Context: an optimization exercise on an open-source flow, tuned for small area, a short achievable clock period and few clock cycles per item. The choices shown serve that exercise and are no tape-out recipe. RTL that was checked went through simulation tests only; none was proved equivalent to the original.

the reference run:
==> flow/design.v <==
module fpdiv (
    input  wire        clk,
    input  wire        rst,           
    input  wire        in_valid,
    output wire        in_ready,
    input  wire [31:0] in_a,          
    input  wire [31:0] in_b,          
    output reg         out_valid,
    output reg  [31:0] out_result
);
    localparam integer NS = 13;       
    reg        rdy_q;                 
    reg        busy_o;                
    reg        v0;
    reg        s0;                    
    reg  [7:0] ea0, eb0;
    reg [23:0] ma0, mb0;              
    reg        az0, bz0;              
    reg signed [5:0] c0;              
    assign in_ready = ~busy_o;
    wire in_az = (in_a[30:0] == 31'd0);
    wire in_bz = (in_b[30:0] == 31'd0);
    wire in_ha = (in_a[30:23] != 8'd0);
    wire in_hb = (in_b[30:23] != 8'd0);
    wire need_a = ~ma0[23] & ~az0;
    wire need_b = ~mb0[23] & ~bz0;
    always @(posedge clk) begin
        if (rdy_q) begin
            s0  <= in_a[31] ^ in_b[31];
            ea0 <= in_a[30:23];
            eb0 <= in_b[30:23];
            ma0 <= {in_ha, in_a[22:0]};
            mb0 <= {in_hb, in_b[22:0]};
            az0 <= in_az;
            bz0 <= in_bz;
            c0  <= 6'sd0;
        end else begin
            if (need_a) ma0 <= {ma0[22:0], 1'b0};
            if (need_b) mb0 <= {mb0[22:0], 1'b0};
            c0 <= c0 + (need_b ? 6'sd1 : 6'sd0) - (need_a ? 6'sd1 : 6'sd0);
        end
    end
    wire rdy_n = rdy_q ? (~in_valid | (in_ha | in_az) & (in_hb | in_bz))
                       : (~(need_a & ~ma0[22]) & ~(need_b & ~mb0[22]));
    always @(posedge clk) begin
        if (rst) begin
            rdy_q  <= 1'b1;
            busy_o <= 1'b0;
            v0    <= 1'b0;
        end else begin
            rdy_q  <= rdy_n;
            busy_o <= ~rdy_n;
            if (rdy_q) v0 <= in_valid;
        end
    end
    wire v0_go = v0 & rdy_q;
    wire a_nan = (ea0 == 8'hFF) & (ma0[22:0] != 23'd0);
    wire b_nan = (eb0 == 8'hFF) & (mb0[22:0] != 23'd0);
    wire a_inf = (ea0 == 8'hFF) & (ma0[22:0] == 23'd0);
    wire b_inf = (eb0 == 8'hFF) & (mb0[22:0] == 23'd0);
    reg [1:0] spc1;
    always @(*) begin
        if (a_nan | b_nan | (a_inf & b_inf) | (az0 & bz0)) spc1 = 2'd3;
        else if (a_inf | bz0)                               spc1 = 2'd2;
        else if (b_inf | az0)                               spc1 = 2'd1;
        else                                                spc1 = 2'd0;
    end
    wire        a_lt_b = (ma0 < mb0);
    wire [27:0] w0 = a_lt_b ? {3'b000, ma0, 1'b0} : {4'b0000, ma0};
    wire signed [9:0] xa = (ea0 == 8'd0) ? 10'sd1 : $signed({2'b00, ea0});
    wire signed [9:0] xb = (eb0 == 8'd0) ? 10'sd1 : $signed({2'b00, eb0});
    wire signed [9:0] e_hi = xa - xb + {{4{c0[5]}}, c0} + 10'sd127;
    localparam signed [8:0] E_INF  = 9'sd255;
    localparam signed [8:0] E_ZERO = -9'sd24;
    localparam signed [8:0] E_NAN  = 9'h100;
    reg               v1, s1, lt1;
    reg  [1:0]        spc_1;
    reg signed [9:0]  eh1;
    wire signed [9:0] e2v   = eh1 - {9'd0, lt1};
    reg signed [8:0]  ex2;
    always @(*) begin
        case (spc_1)
            2'd3:    ex2 = E_NAN;
            2'd2:    ex2 = E_INF;
            2'd1:    ex2 = E_ZERO;
            default: begin
                if (e2v > 10'sd254)       ex2 = E_INF;
                else if (e2v < -10'sd23)  ex2 = E_ZERO;
                else                      ex2 = e2v[8:0];
            end
        endcase
    end
    localparam integer NP = NS + 2;
    reg [NP-1:0]      v_p;
    reg [NP-1:0]      s_p;
    reg [9*NP-1:0]    e_p;
    reg [23*NP-1:0]   b_p;
    reg [28*NP-1:0]   ws_p;           
    reg [28*NP-1:0]   wc_p;           
    reg [39*NP-1:0]   qd_p;           
    wire [28*NP-1:0] ws_n;
    wire [28*NP-1:0] wc_n;
    wire [3*NP-1:0]  qd_n;
    genvar g;
    generate
        for (g = 1; g <= NS; g = g + 1) begin : st
            wire [22:0] bf  = b_p[23*g +: 23];
            wire [29:0] d1  = {4'b0000, 1'b1, bf, 2'b00};
            wire [29:0] d2  = {3'b000, 1'b1, bf, 3'b000};
            wire [27:0] ws  = ~ws_p[28*g +: 28];
            wire [27:0] wc  = ~wc_p[28*g +: 28];
            reg  [7:0]  k2, k1, k0, kn;
            always @(*) begin
                case (bf[22:20])
                    3'd0: begin k2 = 8'd244; k1 = 8'd252; k0 = 8'd4; kn = 8'd13; end
                    3'd1: begin k2 = 8'd242; k1 = 8'd252; k0 = 8'd6; kn = 8'd15; end
                    3'd2: begin k2 = 8'd241; k1 = 8'd252; k0 = 8'd6; kn = 8'd16; end
                    3'd3: begin k2 = 8'd240; k1 = 8'd252; k0 = 8'd6; kn = 8'd18; end
                    3'd4: begin k2 = 8'd238; k1 = 8'd250; k0 = 8'd8; kn = 8'd20; end
                    3'd5: begin k2 = 8'd236; k1 = 8'd250; k0 = 8'd8; kn = 8'd20; end
                    3'd6: begin k2 = 8'd236; k1 = 8'd248; k0 = 8'd8; kn = 8'd22; end
                    default: begin k2 = 8'd232; k1 = 8'd248; k0 = 8'd8; kn = 8'd24; end
                endcase
            end
            wire [7:0]  t2  = ws[27:20] + wc[27:20] + k2;
            wire [7:0]  t1  = ws[27:20] + wc[27:20] + k1;
            wire [7:0]  t0  = ws[27:20] + wc[27:20] + k0;
            wire [7:0]  tn  = ws[27:20] + wc[27:20] + kn;
            wire        p2  = ~t2[7];
            wire        p1  = ~t1[7] & t2[7];
            wire        n1  = t0[7] & ~tn[7];
            wire        n2  = tn[7];
            wire [29:0] y  = {({28{p1}} & ~d1[29:2]) | ({28{p2}} & ~d2[29:2]) |
                              ({28{n1}} &  d1[29:2]) | ({28{n2}} &  d2[29:2]), 2'b00};
            wire [29:0] a4 = {ws, 2'b00};
            wire [29:0] c4 = {wc, 2'b00};
            wire [29:0] ts = a4 ^ c4 ^ y;
            wire [29:0] tc = (a4 & c4) | (a4 & y) | (c4 & y);
            assign ws_n[28*g +: 28] = ~ts[27:0];
            assign wc_n[28*g +: 28] = ~{tc[26:2], p1 | p2, 2'b00};
            assign qd_n[3*g +: 3]   = {n1 | n2, p2 | n2, p1 | n1};
        end
    endgenerate
    integer n;
    always @(posedge clk) begin
        if (rst) v_p <= {NP{1'b0}};
        else     v_p <= {v_p[NP-2:1], v0_go, 1'b0};
        s_p[1]         <= s0;
        spc_1          <= spc1;
        lt1            <= a_lt_b;
        eh1            <= e_hi;
        b_p[23 +: 23]  <= mb0[22:0];
        ws_p[28 +: 28] <= ~w0;
        wc_p[28 +: 28] <= ~28'd0;
        qd_p[39 +: 39] <= 39'd0;
        e_p[18 +: 9]   <= ex2;
        for (n = 1; n <= NS; n = n + 1) begin
            s_p[n+1]              <= s_p[n];
            if (n >= 2) e_p[9*(n+1) +: 9] <= e_p[9*n +: 9];
            b_p[23*(n+1) +: 23]   <= b_p[23*n +: 23];
            ws_p[28*(n+1) +: 28]  <= ws_n[28*n +: 28];
            wc_p[28*(n+1) +: 28]  <= wc_n[28*n +: 28];
            if (n < NS) qd_p[39*(n+1) +: 39] <= {qd_p[39*n +: 36], qd_n[3*n +: 3]};
        end
    end
    wire [35:0] ld  = qd_p[39*NS +: 36];
    reg  [23:0] lpos, lneg;
    integer j;
    always @(*) begin
        for (j = 0; j < 12; j = j + 1) begin
            lpos[2*j +: 2] = ld[3*j+2] ? 2'b00 : ld[3*j +: 2];
            lneg[2*j +: 2] = ld[3*j+2] ? ld[3*j +: 2] : 2'b00;
        end
    end
    wire [24:0] qa_n = {1'b0, lpos} - {1'b0, lneg};
    reg  [24:0] qa_f;                 
    reg  [2:0]  qd_f;                 
    always @(posedge clk) begin
        qa_f <= qa_n;
        qd_f <= qd_n[3*NS +: 3];
    end
    wire [27:0] fws = ~ws_p[28*(NS+1) +: 28];
    wire [27:0] fwc = ~wc_p[28*(NS+1) +: 28];
    wire [27:0] fb  = {3'b001, b_p[23*(NS+1) +: 23], 2'b00};
    wire [27:0] fw  = fws + fwc;                       
    wire        neg = fw[27];
    wire [27:0] zs  = fws ^ fwc ^ fb;
    wire [27:0] zc  = {(fws[26:0] & fwc[26:0] | fws[26:0] & fb[26:0] | fwc[26:0] & fb[26:0]), 1'b0};
    wire        z0  = ((fws ^ fwc) == {(fws[26:0] | fwc[26:0]), 1'b0});
    wire        zb  = ((zs ^ zc) == {(zs[26:0] | zc[26:0]), 1'b0});
    wire signed [3:0] dl  = qd_f[2] ? -$signed({2'b00, qd_f[1:0]}) : $signed({2'b00, qd_f[1:0]});
    wire signed [3:0] tl  = dl - {3'b000, neg};
    wire [24:0]       qam = qa_f - 25'd1;
    wire [23:0]       qv  = {(tl[3] ? qam[21:0] : qa_f[21:0]), tl[1:0]};
    wire signed [8:0] ep  = e_p[9*(NS+1) +: 9];
    wire        subn_p = ep[8] | (ep[7:0] == 8'd0);
    reg         v_e, s_e, stk_e, nan_e, inf_e;
    reg  [7:0]  e8_e;
    reg  [4:0]  sh_e;
    reg  [23:0] q_e;
    always @(posedge clk) begin
        if (rst) v_e <= 1'b0;
        else     v_e <= v_p[NS+1];
        s_e    <= s_p[NS+1];
        nan_e  <= ep[8] & ~ep[7];
        inf_e  <= (ep == E_INF);
        e8_e   <= subn_p ? 8'd0 : ep[7:0];
        sh_e   <= subn_p ? 5'd1 - ep[4:0] : 5'd0;    
        q_e    <= qv;                                  
        stk_e  <= ~(z0 | zb);
    end
    wire [24:0] x    = {1'b1, q_e};
    wire [49:0] xs   = {x, 25'd0} >> sh_e;
    wire [23:0] m    = xs[49:26];
    wire        gb   = xs[25];
    wire [24:0] lost = ~({25{1'b1}} << sh_e);
    wire        stk  = stk_e | ((x & lost) != 25'd0);
    wire        rnd  = gb & (stk | m[0]);
    wire [30:0] pk   = {e8_e, m[22:0]} + {30'd0, rnd};
    reg  [31:0] res;
    always @(*) begin
        if (nan_e)      res = 32'h7FC00000;
        else if (inf_e) res = {s_e, 8'hFF, 23'd0};
        else            res = {s_e, pk};
    end
    always @(posedge clk) begin
        if (rst) out_valid <= 1'b0;
        else     out_valid <= v_e;
        out_result <= res;
    end
endmodule
clock: 10.0 ns
lec_check: 0
cap_margin: 20
core_margin: 2
core_utilization: 40
cts_cluster_diameter: 120
cts_cluster_size: 25
slew_margin: 20
standard.sh (not shown) runs the stock make flow with config.mk's settings and CLKGATE_MAP_FILE= SYNTH_SCRIPT=/design/flow/synth_recipe.tcl, a recipe that flattens the netlist after the stock synthesis.
==> flow/flow/run.sh <==
#!/bin/bash
# The standard layout, with the full adders left to abc (yosys's full-adder
# extraction, ADDER_MAP_FILE, is turned off) and timing repair aimed at a
# setup margin of 6.6 ns. All output goes to standard_flow.log here; ORFS
# keeps each step's own log under orfs/logs.
set -euo pipefail
bash standard.sh ADDER_MAP_FILE= SETUP_SLACK_MARGIN=6.6 TNS_END_PERCENT=100 finish > standard_flow.log 2>&1
Testbench counts of the reference run, summed over its fixed seeds: cycles 8,136, items 8,000.
For the trial run, these inputs were changed with respect to the reference run:
diff --git a/flow/design.v b/flow/design.v
--- a/flow/design.v
+++ b/flow/design.v
@@ -128,12 +128,14 @@
             wire [7:0]  tn  = ws[27:20] + wc[27:20] + kn;
             wire        p2  = ~t2[7];
             wire        p1  = ~t1[7] & t2[7];
             wire        n1  = t0[7] & ~tn[7];
             wire        n2  = tn[7];
-            wire [29:0] y  = {({28{p1}} & ~d1[29:2]) | ({28{p2}} & ~d2[29:2]) |
-                              ({28{n1}} &  d1[29:2]) | ({28{n2}} &  d2[29:2]), 2'b00};
+            wire        one = p1 | n1;
+            wire        two = p2 | n2;
+            wire        pos = p1 | p2;
+            wire [29:0] y  = {(({28{one}} & d1[29:2]) | ({28{two}} & d2[29:2])) ^ {28{pos}}, 2'b00};
             wire [29:0] a4 = {ws, 2'b00};
             wire [29:0] c4 = {wc, 2'b00};
             wire [29:0] ts = a4 ^ c4 ^ y;
             wire [29:0] tc = (a4 & c4) | (a4 & y) | (c4 & y);
             assign ws_n[28*g +: 28] = ~ts[27:0];
- Summary — core utilization, the trial run relative to the reference run: higher, by 2.2 points.
- From the reference run to the trial run the numbers moved as follows: cell area decreased by about 0.6% relative to the old numbers, sequential cell count closely matched the old numbers.
- The trial run vs the reference run — sequential fraction of total cell area rose 0.41 points.
For the trial run, only the layout was checked, not whether the RTL still works.

port drivers added, routing unchanged:
No port has a modelled driver above. Below, the same layouts with a new extraction and two added sets of constraints. Step 1: set_driving_cell puts a clkbuf_16 on clk and a buf_2 on each other input, an assumption about the parent block. Step 2 also shifts input and output timing later by t, the mid clock arrival at the registers, as if the neighbouring blocks saw the same clock. Three values: no drivers, after step 1, after step 2; two values: the first two.
run | t (ns) | slack for setup (ns) | worst setup path at the end | slew at the worst register clock pin (ns)
the reference run | 0.773 | 6.551 / 6.551 / 6.128 | input to register | 0.10 / 0.10
the trial run | 0.770 | 6.412 / 6.412 / 6.066 | input to register | 0.10 / 0.10
After both steps every run listed still meets setup and hold. The setup slack of the reference run, which loses most, moves by 0.000 ns with the drivers and by -0.423 ns with both steps.
